This design comes from an exercise in tuning for small area, a short achievable clock period and few clock cycles per item on the open sky130 flow, not from production work.
RTL that was checked went through simulation tests only; none was proved equivalent to the original.

==> inputs of run a <==
==> flow/design.v (excerpt) <==
module therm_conv (
    input  wire        clk,
    input  wire        rst,
    input  wire        in_valid,
    output wire        in_ready,
    input  wire [4:0]  in_chan,
    input  wire [15:0] in_rail,
    input  wire [15:0] in_v,
    input  wire [15:0] in_range,
    output wire        out_valid,
    input  wire        out_ready,
    output wire        out_ok,
    output wire [7:0]  out_temp
);
Settings: LEC_CHECK=0, CAP_MARGIN=20, CORE_MARGIN=2, CORE_UTILIZATION=65, CTS_BUF_LIST=sky130_fd_sc_hd__clkbuf_16, CTS_CLUSTER_DIAMETER=60, CTS_CLUSTER_SIZE=24, SLEW_MARGIN=20, SYNTH_MEMORY_MAX_BITS=16384; clock period 10.0 ns.
standard.sh (not shown) runs the stock make flow with config.mk's settings and CLKGATE_MAP_FILE= SYNTH_SCRIPT=/design/flow/synth_recipe.tcl, a recipe that flattens the netlist after the stock synthesis.
==> flow/flow/run.sh <==
#!/bin/bash
# Layout flow: the standard flow (standard.sh), with timing repair aiming
# below the clock period (a larger setup-slack margin), so that the achieved
# period shrinks.  Each tool's full output is in the ORFS logs under orfs/logs;
# make's own output goes to flow_make.log.
set -euo pipefail
export SETUP_SLACK_MARGIN=6.8
bash ./standard.sh finish > flow_make.log 2>&1
==> inputs of run b, as changes to run a <==
--- a/flow/design.v
+++ b/flow/design.v
@@ -2,17 +2,21 @@
     wire [2:0] a = {cls, p};
     assign th = (a[2] ? (a[1] ? (a[0] ? 18'd10782 : 18'd17379) : 18'd229375) : (a[1] ? (a[0] ? 18'd11152 : 18'd17727) : (a[0] ? 18'd160839 : 18'd229375)));
 endmodule
 module therm_rom_l3_3 (input wire cls, input wire [2:0] p, output wire [17:0] th);
     wire [3:0] a = {cls, p};
     assign th = (a[3] ? (a[2] ? (a[1] ? (a[0] ? 18'd10501 : 18'd11270) : (a[0] ? 18'd13871 : 18'd25103)) : (a[1] ? (a[0] ? 18'd97779 : 18'd229375) : 18'd229375)) : (a[2] ? (a[1] ? (a[0] ? 18'd10790 : 18'd11737) : (a[0] ? 18'd14472 : 18'd24186)) : (a[1] ? (a[0] ? 18'd73111 : 18'd229375) : 18'd229375)));
 endmodule
-module therm_rom_l4_4 (input wire cls, input wire [3:0] p, output wire [17:0] th);
-    wire [4:0] a = {cls, p};
-    assign th = (a[4] ? (a[3] ? (a[2] ? (a[1] ? (a[0] ? 18'd10239 : 18'd10623) : (a[0] ? 18'd10991 : 18'd11646)) : (a[1] ? (a[0] ? 18'd12871 : 18'd15301) : (a[0] ? 18'd20455 : 18'd32279))) : (a[2] ? (a[1] ? (a[0] ? 18'd65027 : 18'd154319) : 18'd229375) : 18'd229375)) : (a[3] ? (a[2] ? (a[1] ? (a[0] ? 18'd10662 : 18'd10950) : (a[0] ? 18'd11408 : 18'd12165)) : (a[1] ? (a[0] ? 18'd13470 : 18'd15837) : (a[0] ? 18'd20384 : 18'd29725))) : (a[2] ? (a[1] ? (a[0] ? 18'd52469 : 18'd106207) : 18'd229375) : 18'd229375)));
+module therm_rom_l4_3_0 (input wire cls, input wire [2:0] p, output wire [17:0] th);
+    wire [3:0] a = {cls, p};
+    assign th = (a[3] ? (a[2] ? (a[1] ? (a[0] ? 18'd10623 : 18'd11646) : (a[0] ? 18'd15301 : 18'd32279)) : (a[1] ? (a[0] ? 18'd154319 : 18'd229375) : 18'd229375)) : (a[2] ? (a[1] ? (a[0] ? 18'd10950 : 18'd12165) : (a[0] ? 18'd15837 : 18'd29725)) : (a[1] ? (a[0] ? 18'd106207 : 18'd229375) : 18'd229375)));
+endmodule
+module therm_rom_l4_3_1 (input wire cls, input wire [2:0] p, output wire [17:0] th);
+    wire [3:0] a = {cls, p};
+    assign th = (a[3] ? (a[2] ? (a[1] ? (a[0] ? 18'd10239 : 18'd10991) : (a[0] ? 18'd12871 : 18'd20455)) : (a[1] ? (a[0] ? 18'd65027 : 18'd229375) : 18'd229375)) : (a[2] ? (a[1] ? (a[0] ? 18'd10662 : 18'd11408) : (a[0] ? 18'd13470 : 18'd20384)) : (a[1] ? (a[0] ? 18'd52469 : 18'd229375) : 18'd229375)));
 endmodule
 module therm_rom_l5_4_0 (input wire cls, input wire [3:0] p, output wire [17:0] th);
     wire [4:0] a = {cls, p};
     assign th = (a[4] ? (a[3] ? (a[2] ? (a[1] ? (a[0] ? 18'd10239 : 18'd10697) : (a[0] ? 18'd11120 : 18'd11882)) : (a[1] ? (a[0] ? 18'd13328 : 18'd16241) : (a[0] ? 18'd22534 : 18'd37287))) : (a[2] ? (a[1] ? (a[0] ? 18'd79251 : 18'd197311) : 18'd229375) : 18'd229375)) : (a[3] ? (a[2] ? (a[1] ? (a[0] ? 18'd10722 : 18'd11045) : (a[0] ? 18'd11562 : 18'd12426)) : (a[1] ? (a[0] ? 18'd13933 : 18'd16704) : (a[0] ? 18'd22111 : 18'd33427))) : (a[2] ? (a[1] ? (a[0] ? 18'd61613 : 18'd130023) : 18'd229375) : 18'd229375)));
 endmodule
 module therm_rom_l5_4_1 (input wire cls, input wire [3:0] p, output wire [17:0] th);
     wire [4:0] a = {cls, p};
@@ -208,19 +212,21 @@
     therm_rom_l2_2 u_l2_2 (.cls(f0_cls), .p(f0_p), .th(e1_th));
     wire        e1_b = (f0_q <= e1_th);
     reg [17:0] f1_q; reg [2:0] f1_p; reg f1_ok, f1_cls, f1_v;
     always @(posedge clk) begin f1_q <= f0_q; f1_p <= {f0_p, e1_b}; f1_ok <= f0_ok; f1_cls <= f0_cls; f1_v <= f0_v & ~rst; end
     wire [17:0] e2_th;
     therm_rom_l3_3 u_l3_3 (.cls(f1_cls), .p(f1_p), .th(e2_th));
     wire        e2_b = (f1_q <= e2_th);
-    reg [17:0] f2_q; reg [3:0] f2_p; reg f2_ok, f2_cls, f2_v;
-    always @(posedge clk) begin f2_q <= f1_q; f2_p <= {f1_p, e2_b}; f2_ok <= f1_ok; f2_cls <= f1_cls; f2_v <= f1_v & ~rst; end
-    wire [17:0] e3_th;
-    therm_rom_l4_4 u_l4_4 (.cls(f2_cls), .p(f2_p), .th(e3_th));
-    wire        e3_b = (f2_q <= e3_th);
+    wire [17:0] e2_t0;
+    therm_rom_l4_3_0 u_l4_3_0 (.cls(f1_cls), .p(f1_p), .th(e2_t0));
+    wire [17:0] e2_t1;
+    therm_rom_l4_3_1 u_l4_3_1 (.cls(f1_cls), .p(f1_p), .th(e2_t1));
+    reg [17:0] f2_q, f2_t; reg [3:0] f2_p; reg f2_ok, f2_cls, f2_v;
+    always @(posedge clk) begin f2_q <= f1_q; f2_t <= e2_b ? e2_t1 : e2_t0; f2_p <= {f1_p, e2_b}; f2_ok <= f1_ok; f2_cls <= f1_cls; f2_v <= f1_v & ~rst; end
+    wire        e3_b = (f2_q <= f2_t);
     wire [17:0] e3_t0;
     therm_rom_l5_4_0 u_l5_4_0 (.cls(f2_cls), .p(f2_p), .th(e3_t0));
     wire [17:0] e3_t1;
     therm_rom_l5_4_1 u_l5_4_1 (.cls(f2_cls), .p(f2_p), .th(e3_t1));
     reg [17:0] f3_q, f3_t; reg [4:0] f3_p; reg f3_ok, f3_cls, f3_v;
     always @(posedge clk) begin f3_q <= f2_q; f3_t <= e3_b ? e3_t1 : e3_t0; f3_p <= {f2_p, e3_b}; f3_ok <= f2_ok; f3_cls <= f2_cls; f3_v <= f2_v & ~rst; end
     wire        e4_b = (f3_q <= f3_t);
- CORE_UTILIZATION: 65 -> 75
==> inputs of run c, as changes to run a <==
--- a/flow/design.v
+++ b/flow/design.v
@@ -2,17 +2,21 @@
     wire [2:0] a = {cls, p};
     assign th = (a[2] ? (a[1] ? (a[0] ? 18'd10782 : 18'd17379) : 18'd229375) : (a[1] ? (a[0] ? 18'd11152 : 18'd17727) : (a[0] ? 18'd160839 : 18'd229375)));
 endmodule
 module therm_rom_l3_3 (input wire cls, input wire [2:0] p, output wire [17:0] th);
     wire [3:0] a = {cls, p};
     assign th = (a[3] ? (a[2] ? (a[1] ? (a[0] ? 18'd10501 : 18'd11270) : (a[0] ? 18'd13871 : 18'd25103)) : (a[1] ? (a[0] ? 18'd97779 : 18'd229375) : 18'd229375)) : (a[2] ? (a[1] ? (a[0] ? 18'd10790 : 18'd11737) : (a[0] ? 18'd14472 : 18'd24186)) : (a[1] ? (a[0] ? 18'd73111 : 18'd229375) : 18'd229375)));
 endmodule
-module therm_rom_l4_4 (input wire cls, input wire [3:0] p, output wire [17:0] th);
-    wire [4:0] a = {cls, p};
-    assign th = (a[4] ? (a[3] ? (a[2] ? (a[1] ? (a[0] ? 18'd10239 : 18'd10623) : (a[0] ? 18'd10991 : 18'd11646)) : (a[1] ? (a[0] ? 18'd12871 : 18'd15301) : (a[0] ? 18'd20455 : 18'd32279))) : (a[2] ? (a[1] ? (a[0] ? 18'd65027 : 18'd154319) : 18'd229375) : 18'd229375)) : (a[3] ? (a[2] ? (a[1] ? (a[0] ? 18'd10662 : 18'd10950) : (a[0] ? 18'd11408 : 18'd12165)) : (a[1] ? (a[0] ? 18'd13470 : 18'd15837) : (a[0] ? 18'd20384 : 18'd29725))) : (a[2] ? (a[1] ? (a[0] ? 18'd52469 : 18'd106207) : 18'd229375) : 18'd229375)));
+module therm_rom_l4_3_0 (input wire cls, input wire [2:0] p, output wire [17:0] th);
+    wire [3:0] a = {cls, p};
+    assign th = (a[3] ? (a[2] ? (a[1] ? (a[0] ? 18'd10623 : 18'd11646) : (a[0] ? 18'd15301 : 18'd32279)) : (a[1] ? (a[0] ? 18'd154319 : 18'd229375) : 18'd229375)) : (a[2] ? (a[1] ? (a[0] ? 18'd10950 : 18'd12165) : (a[0] ? 18'd15837 : 18'd29725)) : (a[1] ? (a[0] ? 18'd106207 : 18'd229375) : 18'd229375)));
+endmodule
+module therm_rom_l4_3_1 (input wire cls, input wire [2:0] p, output wire [17:0] th);
+    wire [3:0] a = {cls, p};
+    assign th = (a[3] ? (a[2] ? (a[1] ? (a[0] ? 18'd10239 : 18'd10991) : (a[0] ? 18'd12871 : 18'd20455)) : (a[1] ? (a[0] ? 18'd65027 : 18'd229375) : 18'd229375)) : (a[2] ? (a[1] ? (a[0] ? 18'd10662 : 18'd11408) : (a[0] ? 18'd13470 : 18'd20384)) : (a[1] ? (a[0] ? 18'd52469 : 18'd229375) : 18'd229375)));
 endmodule
 module therm_rom_l5_4_0 (input wire cls, input wire [3:0] p, output wire [17:0] th);
     wire [4:0] a = {cls, p};
     assign th = (a[4] ? (a[3] ? (a[2] ? (a[1] ? (a[0] ? 18'd10239 : 18'd10697) : (a[0] ? 18'd11120 : 18'd11882)) : (a[1] ? (a[0] ? 18'd13328 : 18'd16241) : (a[0] ? 18'd22534 : 18'd37287))) : (a[2] ? (a[1] ? (a[0] ? 18'd79251 : 18'd197311) : 18'd229375) : 18'd229375)) : (a[3] ? (a[2] ? (a[1] ? (a[0] ? 18'd10722 : 18'd11045) : (a[0] ? 18'd11562 : 18'd12426)) : (a[1] ? (a[0] ? 18'd13933 : 18'd16704) : (a[0] ? 18'd22111 : 18'd33427))) : (a[2] ? (a[1] ? (a[0] ? 18'd61613 : 18'd130023) : 18'd229375) : 18'd229375)));
 endmodule
 module therm_rom_l5_4_1 (input wire cls, input wire [3:0] p, output wire [17:0] th);
     wire [4:0] a = {cls, p};
@@ -208,19 +212,21 @@
     therm_rom_l2_2 u_l2_2 (.cls(f0_cls), .p(f0_p), .th(e1_th));
     wire        e1_b = (f0_q <= e1_th);
     reg [17:0] f1_q; reg [2:0] f1_p; reg f1_ok, f1_cls, f1_v;
     always @(posedge clk) begin f1_q <= f0_q; f1_p <= {f0_p, e1_b}; f1_ok <= f0_ok; f1_cls <= f0_cls; f1_v <= f0_v & ~rst; end
     wire [17:0] e2_th;
     therm_rom_l3_3 u_l3_3 (.cls(f1_cls), .p(f1_p), .th(e2_th));
     wire        e2_b = (f1_q <= e2_th);
-    reg [17:0] f2_q; reg [3:0] f2_p; reg f2_ok, f2_cls, f2_v;
-    always @(posedge clk) begin f2_q <= f1_q; f2_p <= {f1_p, e2_b}; f2_ok <= f1_ok; f2_cls <= f1_cls; f2_v <= f1_v & ~rst; end
-    wire [17:0] e3_th;
-    therm_rom_l4_4 u_l4_4 (.cls(f2_cls), .p(f2_p), .th(e3_th));
-    wire        e3_b = (f2_q <= e3_th);
+    wire [17:0] e2_t0;
+    therm_rom_l4_3_0 u_l4_3_0 (.cls(f1_cls), .p(f1_p), .th(e2_t0));
+    wire [17:0] e2_t1;
+    therm_rom_l4_3_1 u_l4_3_1 (.cls(f1_cls), .p(f1_p), .th(e2_t1));
+    reg [17:0] f2_q, f2_t; reg [3:0] f2_p; reg f2_ok, f2_cls, f2_v;
+    always @(posedge clk) begin f2_q <= f1_q; f2_t <= e2_b ? e2_t1 : e2_t0; f2_p <= {f1_p, e2_b}; f2_ok <= f1_ok; f2_cls <= f1_cls; f2_v <= f1_v & ~rst; end
+    wire        e3_b = (f2_q <= f2_t);
     wire [17:0] e3_t0;
     therm_rom_l5_4_0 u_l5_4_0 (.cls(f2_cls), .p(f2_p), .th(e3_t0));
     wire [17:0] e3_t1;
     therm_rom_l5_4_1 u_l5_4_1 (.cls(f2_cls), .p(f2_p), .th(e3_t1));
     reg [17:0] f3_q, f3_t; reg [4:0] f3_p; reg f3_ok, f3_cls, f3_v;
     always @(posedge clk) begin f3_q <= f2_q; f3_t <= e3_b ? e3_t1 : e3_t0; f3_p <= {f2_p, e3_b}; f3_ok <= f2_ok; f3_cls <= f2_cls; f3_v <= f2_v & ~rst; end
     wire        e4_b = (f3_q <= f3_t);
==> qor summary <==
quantity                                                                         run b                      run a                      run c
Status                                                                  finished clean             finished clean             finished clean
Fraction of met1 tracks used by global routing                                   0.457                      0.361                      0.355
Die area                                                                     82000 µm²                  93200 µm²                  94400 µm²
Post-synthesis net count                                                          6387                       6276                       6387
Minimum setup slack in the final design                                        6110 ps                    6700 ps                    6720 ps
Xor-xnor portion of the synthesized cell area                                   0.0709                     0.0704                     0.0709
Standard cell with the maximum stage delay on the critical path  sky130_fd_sc_hd__fa_1  sky130_fd_sc_hd__edfxtp_1  sky130_fd_sc_hd__edfxtp_1
Fraction of standard cell area in multi-input logic                              0.459                      0.451                      0.453
M2 GR Usage                                                                      0.706                      0.504                      0.491
Met3 capacity usage during global routing                                       0.0633                     0.0395                     0.0354
Layout overhead on the synthesized area                                          10.5%                      11.5%                      10.2%
Number of cells on the worst reg-to-reg path                                        13                         16                         12
Setup crit start                                                              p5_r[16]                      od[5]                      od[6]
Wire length reported by the detailed router                                     189 mm                     136 mm                     133 mm
Die X-Extent                                                                    286 µm                     305 µm                     307 µm
Yosys cell types                                                                    88                         80                         88
Final Critical Period                                                          3890 ps                    3300 ps                    3280 ps
Pin count of the biggest net entering global routing                                89                         71                         81
Non-clock buffer share of cell area                                             0.0280                     0.0313                     0.0236
Clock buffers                                                                       84                         88                         91
Startpoint of the most critical hold path                                      p3_x[7]                   p3_x[10]                     c_m[1]
Testbench counts of run b, summed over its fixed seeds: cycles 1,800, items 1,600.
Testbench counts of run c, summed over its fixed seeds: cycles 1,800, items 1,600.
The RTL of run a was laid out without a check of its function.

re-timing with driven ports:
In the flow no input, the clock included, has a driving cell. The finished layouts below were timed again as built, in two steps.
Step 1: set_driving_cell puts a clkbuf_16 on clk and a buf_2 on each other input, an assumption about the parent block.
Step 2 moves the port delays by t, midway between the first and last clock arrival at a register: inputs arrive t later, outputs are due t later. That takes back most of the time a late clock gives input paths.
a / b / c = ideal / step 1 / step 2; a / b = the first two.
run | shift t [ns] | setup WS [ns] | worst setup path at the end | worst data-port slew with drivers (ns)
run a | 0.754 | 6.699 / 6.628 / 6.166 | input to register | 0.05
run b | 0.752 | 6.109 / 6.109 / 6.033 | input to register | 0.05
run c | 0.744 | 6.725 / 6.654 / 6.091 | input to register | 0.04
After both steps setup and hold are still met in every run listed. The setup slack of run c, which loses most, moves by -0.071 ns with the drivers and by -0.634 ns with both steps.
